From an optimization exercise on the open Yosys and OpenROAD flow, aimed at small area, a short achievable clock period and few clock cycles; shortcuts taken in it are not production practice. At most, simulation tests tie the RTL to the original design; equivalence was not proved. Power and IR drop assume default switching activity.

## spitfp_core
module spitfp_core (
    input  wire       clk,
    input  wire       rst,         
    input  wire       in_valid,
    output wire       in_ready,
    input  wire [7:0] in_data,
    output wire       out_valid,
    input  wire       out_ready,
    output wire [7:0] out_data
);
Size in the first run: roughly 5800 cells after synthesis, roughly 1600 flip-flops, about 22 I/O pins, roughly 69000 um^2 of cells after synthesis.
export LEC_CHECK = 0
export CAP_MARGIN = 20
export CORE_MARGIN = 2
export CORE_UTILIZATION = 40
export CTS_CLUSTER_DIAMETER = 80
export CTS_CLUSTER_SIZE = 22
export PLACE_DENSITY = 0.6
export SETUP_SLACK_MARGIN = 5.0
export SLEW_MARGIN = 20
create_clock -name core_clock -period 8.0 [get_ports {clk}]
run.sh (not shown) runs the stock make flow with config.mk's settings and CLKGATE_MAP_FILE= SYNTH_SCRIPT=/design/flow/synth_recipe.tcl, a recipe that flattens the netlist after the stock synthesis.
Testbench counts at the start, summed over its fixed seeds: cycles 161,280.
Edit:
- CTS_CLUSTER_DIAMETER: 80 -> 60
- CTS_CLUSTER_SIZE: 22 -> 20
After rerunning: Clock skew came out lower by 18 ps. Maximum frequency grows by 5.6%. Via count rises by 0.47%. Worst hold slack barely changes. Final area went up by 0.78%. Worst setup slack gains 170 ps. Flip-flop and latch count is unchanged. Routed wire length came out lower by 0.47%.
Edit:
- CTS_CLUSTER_DIAMETER: 60 -> 80
=> The new run produced a clean layout. Total power falls by a few percent. Design area is lower slightly. Clock power fell by roughly a tenth. Setup slack gets worse by 58 ps. Count of clock-buffer cells in the layout came out lower by 10. Register-to-register slack got worse by 60 ps. Critical path depth came out higher by 3. Cell count shrinks slightly. Hold slack got worse by 7.6 ps. Wire length stays flat.


Another version of the RTL of spitfp_core (not shown whole).
For scale: ~5700 cells after synthesis, roughly 1500 flip-flops, roughly 22 I/O pins, roughly 69000 um2 of cells after synthesis.
==> flow/design.v (excerpt) <==
module spitfp_core (
    input  wire       clk,
    input  wire       rst,         
    input  wire       in_valid,
    output wire       in_ready,
    input  wire [7:0] in_data,
    output wire       out_valid,
    input  wire       out_ready,
    output wire [7:0] out_data
);
    localparam [20:0] BAUD_MIN      = 21'd400000;
    localparam [20:0] BAUD_MAX      = 21'd2000000;
    localparam [20:0] BAUD_RESET    = 21'd1400000;
    localparam [20:0] DYN_MIN_RESET = 21'd400000;
    localparam [1:0] RX_SEEK = 2'd0;
    localparam [1:0] RX_ACC  = 2'd1;
    localparam [1:0] RX_FC   = 2'd2;
    localparam [1:0] TX_IDLE = 2'd0;
    localparam [1:0] TX_DATA = 2'd1;
    localparam [1:0] TX_ACK  = 2'd2;
    localparam [1:0] SM_SEEK  = 2'd0;
    localparam [1:0] SM_CAND  = 2'd1;
    localparam [1:0] SM_REDIR = 2'd3;
    function [31:0] sinc;
        input [31:0] x;
        sinc = (&x) ? x : x + 32'd1;
    endfunction
    function [7:0] rotl;
        input [7:0] x;
        rotl = {x[6:0], x[7]};
    endfunction
    function [7:0] rotr;
        input [7:0] x;
        rotr = {x[0], x[7:1]};
    endfunction
    reg [7:0]  rb   [0:63];      
    reg [7:0]  pbuf [0:23];      
    reg [7:0]  srx  [0:23];      
    reg [5:0]  head;
    reg [5:0]  tail;
    reg [6:0]  used;
    reg [1:0]  rx_state;
    reg [4:0]  rx_len;
    reg [4:0]  send_len;
    reg [4:0]  slot_tx_len;
    reg [4:0]  slot_rx_len;
    reg [1:0]  tx_src;
    reg [4:0]  tx_idx;
    reg        tx_sent, tx_due, tx_rel;
    reg [3:0]  tx_sl;           
    reg [7:0]  tx_sum;
    reg [3:0]  seq_cur, sls;
    reg        ack_owed;
    reg [31:0] now_reg, last_send, zero_run;
    reg [31:0] c_eack, c_efr, c_emsg, c_eovf, c_brick, c_brlet;
    reg [20:0] baud_cfg, baud_cur, baud_new, dyn_min;
    reg        baud_change, dyn_en;
    reg [7:0] ib0, ib1;
    reg [11:0] id0;             
    reg       iv0, iv1;
    reg       in_rdy;
    assign in_ready = in_rdy;
    wire in_fire = in_valid & in_rdy;
    function [11:0] opdec;
        input [7:0] x;
        begin
            opdec[0]  = (x == 8'h01);
            opdec[1]  = (x == 8'h02);
            opdec[2]  = (x == 8'h03);
            opdec[3]  = (x == 8'h04);
            opdec[4]  = (x == 8'h05);
            opdec[5]  = (x == 8'h06);
            opdec[6]  = (x == 8'h07);
  ...
export LEC_CHECK = 0
export CAP_MARGIN = 20
export CORE_MARGIN = 2
export CORE_UTILIZATION = 50
export CTS_CLUSTER_DIAMETER = 60
export CTS_CLUSTER_SIZE = 20
export PLACE_DENSITY = 0.65
export SETUP_SLACK_MARGIN = 5.0
export SLEW_MARGIN = 20
create_clock -name core_clock -period 8.0 [get_ports {clk}]
The baseline passed the timing, design-rule and antenna checks.
Testbench counts at the start, summed over its fixed seeds: cycles 160,687.
Rerun with:
- CORE_UTILIZATION: 50 -> 30
- CTS_CLUSTER_DIAMETER: 60 -> not set
- CTS_CLUSTER_SIZE: 20 -> not set
- PLACE_DENSITY: 0.65 -> 0.5
The changed run produced a clean layout.
Area after synthesis is unchanged.
Synthesized cell count stays the same.
Utilization goes down by 22 points.
Final area goes up by a few percent.
Hold slack improves by 8.2 ps.
Rerun with:
- CORE_UTILIZATION: 30 -> 40
- PLACE_DENSITY: 0.5 -> 0.6
- TNS_END_PERCENT: not set -> 10
After rerunning: Via count came out lower by 0.78%. Maximum frequency came out lower by 5.1%. Sequential power hardly moves. Critical path depth does not change. Utilization came out higher by 10 points. Total power came out lower by 1.3%. Clock skew came out lower by 5.5 ps.
Rerun with:
- CTS_CLUSTER_DIAMETER: not set -> 60
- CTS_CLUSTER_SIZE: not set -> 24
- TNS_END_PERCENT: 10 -> not set
Outcome: The new run ran to the end with no violations; power decreases by 5.3%; critical path depth goes up by 1; clock power is lower by 16%; area after synthesis does not change; design area is about the same; die area is unchanged; setup slack gets better by 160 ps; sequential cell count stays the same.


Setup of build 30:
Starting RTL as in the previous note.
==> flow/design.v (excerpt) <==
module spitfp_core (
    input  wire       clk,
    input  wire       rst,         
    input  wire       in_valid,
    output wire       in_ready,
    input  wire [7:0] in_data,
    output wire       out_valid,
    input  wire       out_ready,
    output wire [7:0] out_data
);
clock: 8.0 ns
lec_check: 0
cap_margin: 20
core_margin: 2
core_utilization: 40
cts_cluster_diameter: 60
cts_cluster_size: 20
place_density: 0.7
setup_slack_margin: 5.0
slew_margin: 20
Build 30: done, clean on timing, DRC and antenna
Testbench counts of build 30, summed over its fixed seeds: cycles 160,687.
Relative to build 30, the following input files were edited for build 56:
- changing PLACE_DENSITY from 0.7 to 0.6
Findings:
- Build 56 and build 30 all finish clean.
- Delta (build 56 minus build 30): post-layout instance count excluding filler cells saw an increase, number of fillers in the final layout saw an increase, total routing usage reported by global routing saw an increase, critical path depth saw an increase.
- Sort build 56 and build 30 by share of cells above drive strength 1, descending, and build 56 comes first.
- Taking build 30 as the reference, in build 56 sequential share of layout area now smaller; data required time of the critical path grew by 0.03 ns.
For build 13, these inputs were changed with respect to build 56:
- PLACE_DENSITY changed from 0.6 to 0.55
- CORE_UTILIZATION changed from 40 to 35
- The buffer and inverter count on the worst path number comes out lower for build 13 vs build 56.
- [compare] base=build 56 new=build 13: portion of total power attributed to the clock network picked up an extra 0.2 points; total routing resource utilization after global routing went down; die area went up about 14%; met2 wire length saw an increase.
- Diff build 56 -> build 13: wire length after detailed routing grew by 3.4%; sequential element share of the synthesized area held steady; worst hold slack across all endpoints grew by 0.0094 ns.
- Compared to build 56, build 13 has core utilization 5.2 points lower.
Edits applied to the flow inputs when going from build 13 to build 78:
- clearing CTS_CLUSTER_DIAMETER, which used to be 60
- swapping 35 for 40 in CORE_UTILIZATION
- clearing CTS_CLUSTER_SIZE, which used to be 20
- swapping 0.55 for 0.6 in PLACE_DENSITY
### Flow results
From build 13 to build 78 the numbers moved as follows: number of clock buffers inserted by TritonCTS shows an increase of 45; setup slack about even; via-per-instance ratio has increased; total number of multi-input combinational cells did not really move.
ra[0] as the source of the critical timing path was reported by build 78, and r_oh[15] by build 13.
Comparing build 78 and build 13, the lower met2 routing resource usage after global routing was measured on build 13.
Final instance area of build 78 is on par with build 13.
The following lists how build 26 was set up differently from build 78:
- an added CTS_CLUSTER_SIZE of 16
- a change of CORE_UTILIZATION from 40 to 45
- an added CTS_CLUSTER_DIAMETER of 50
--- outcome ---
- Build 26 has completed all stages; timing, DRC and antenna checks passed.
- Compared with build 78, build 26 shows a minimum period implied by the final worst setup slack that is 0.031 ns lower.
- Cmp build 78 and build 26 / clock network latency to the later pin of the worst-skew pair / lower: build 26
- ra[0] as the start point of the critical path was reported by build 78, and r_idx[2] by build 26.
- Relative to build 78, the register-to-register slack of build 26 is higher by 0.03 ns.
Changes in build 98 relative to build 26:
- CORE_UTILIZATION changed from 45 to 40
- CTS_CLUSTER_DIAMETER changed from 50 to 60
- CTS_CLUSTER_SIZE changed from 16 to 20
- GPL_ROUTABILITY_DRIVEN newly set to 0
Notes after the runs:
Build 98 vs build 26: per-cell via count in the routed design down
The final reports for build 98 and build 26 show final setup slack of the worst path lower in the former.
| met2 capacity usage during global routing | build 98 vs build 26 | 6.1 points lower |


Setup of run 1:
spitfp_core, a different RTL version from the one above (not shown whole).
For scale: about 1500 flip-flops, about 22 I/O pins.
Settings: LEC_CHECK=0, CAP_MARGIN=20, CORE_MARGIN=2, CORE_UTILIZATION=40, PLACE_DENSITY=0.6, SLEW_MARGIN=20; clock period 8.0 ns.
Both conditions hold for run 1: the flow ran to the end and the final layout passed the timing, design-rule and antenna checks.
Relative to run 1, the following input files were edited for run 2:
Settings: putting SETUP_SLACK_MARGIN at 4.5 where nothing was set.
--- outcome ---
The peak ir drop on the vdd network in run 2 sits 14% below the value recorded for run 1. Sequential group share of total power in run 2 is 1.4 points below run 1. Total length of routed wires was lower in run 1 than in run 2. Run 1 ended up with c_brick[31] as its end of the critical path; run 2 ended up with od[5]. Re area of all placed cells without fillers: run 2 is about 2.5% up on run 1. Worst setup slack (run 2 over run 1): increase, 1.53 ns. Of run 2 and run 1, it is run 2 that has the lower share of the final layout cell area in sequential cells. Run 1 vs run 2, startpoint of the worst setup timing path: ov1 vs r_sel[2]. Looking at multi-input combinational area share, run 2 sits 0.45 points higher than run 1 does. Run 2 ends up with higher clock-buffer cell count than run 1 does. | delay of the slowest cell on the worst path | lower: run 2 |. Relative to run 1, count of buffers not belonging to the clock network in the layout has gone up in run 2. Cell area after placement across run 2 and run 1: no real change.
No run of this note included a check of the RTL's function; only the layout flow was run.

[afterwards: timing with drivers on the ports]
The flow's constraints put no driver on any port. The routed layouts listed below were extracted and timed again, unchanged, in two steps.
Step 1: set_driving_cell puts a clkbuf_16 on clk and a buf_2 on each other input, an assumption about the parent block.
Step 2 adds t to the input delays and takes it off the output delays; t is the mean of the earliest and latest rising clock arrival at the registers after step 1. Input paths then give back, and output paths get back, about the clock's delay inside the block.
a / b / c = no drivers / after step 1 / after step 2; a / b = the first two.
run | t, ns | setup slack, ns | hold WS [ns] | worst register clock-pin slew, ns | worst data-port slew with drivers (ns)
the first run of note 1 | 0.829 | 4.860 / 4.860 / 4.322 | 0.377 / 0.377 / 0.377 | 0.10 / 0.10 | 0.07
the second run of note 1 | 0.875 | 5.026 / 4.982 / 4.208 | 0.375 / 0.375 / 0.375 | 0.09 / 0.09 | 0.07
the third run of note 1 | 0.820 | 4.968 / 4.968 / 4.284 | 0.368 / 0.368 / 0.368 | 0.09 / 0.09 | 0.07
the first run of note 2 | 0.843 | 4.863 / 4.863 / 4.387 | 0.392 / 0.392 / 0.392 | 0.09 / 0.09 | 0.17
the second run of note 2 | 0.882 | 4.868 / 4.868 / 4.347 | 0.401 / 0.401 / 0.401 | 0.07 / 0.07 | 0.07
the third run of note 2 | 0.881 | 4.698 / 4.698 / 4.257 | 0.405 / 0.405 / 0.405 | 0.07 / 0.07 | 0.04
the fourth run of note 2 | 0.857 | 4.862 / 4.862 / 4.333 | 0.394 / 0.394 / 0.394 | 0.09 / 0.09 | 0.03
build 30 | 0.845 | 4.762 / 4.750 / 4.204 | 0.403 / 0.403 / 0.403 | 0.09 / 0.09 | 0.03
build 56 | 0.871 | 4.854 / 4.854 / 4.357 | 0.399 / 0.399 / 0.399 | 0.09 / 0.09 | 0.03
build 13 | 0.863 | 4.839 / 4.839 / 4.300 | 0.408 / 0.408 / 0.408 | 0.08 / 0.08 | 0.07
build 78 | 0.899 | 4.841 / 4.841 / 4.360 | 0.414 / 0.414 / 0.414 | 0.07 / 0.07 | 0.03
build 26 | 0.899 | 4.872 / 4.872 / 4.279 | 0.405 / 0.405 / 0.405 | 0.07 / 0.07 | 0.04
build 98 | 0.857 | 4.865 / 4.865 / 4.389 | 0.388 / 0.388 / 0.388 | 0.09 / 0.09 | 0.04
run 1 | 0.915 | 2.945 / 2.945 / 2.945 | 0.390 / 0.390 / 0.390 | 0.07 / 0.07 | 0.09
run 2 | 0.879 | 4.476 / 4.465 / 4.335 | 0.371 / 0.371 / 0.371 | 0.07 / 0.07 | 0.12
After both steps every run listed still meets setup and hold. For the second run of note 1, which loses most, drivers alone change the setup slack by -0.044 ns; drivers and shift together by -0.818 ns.
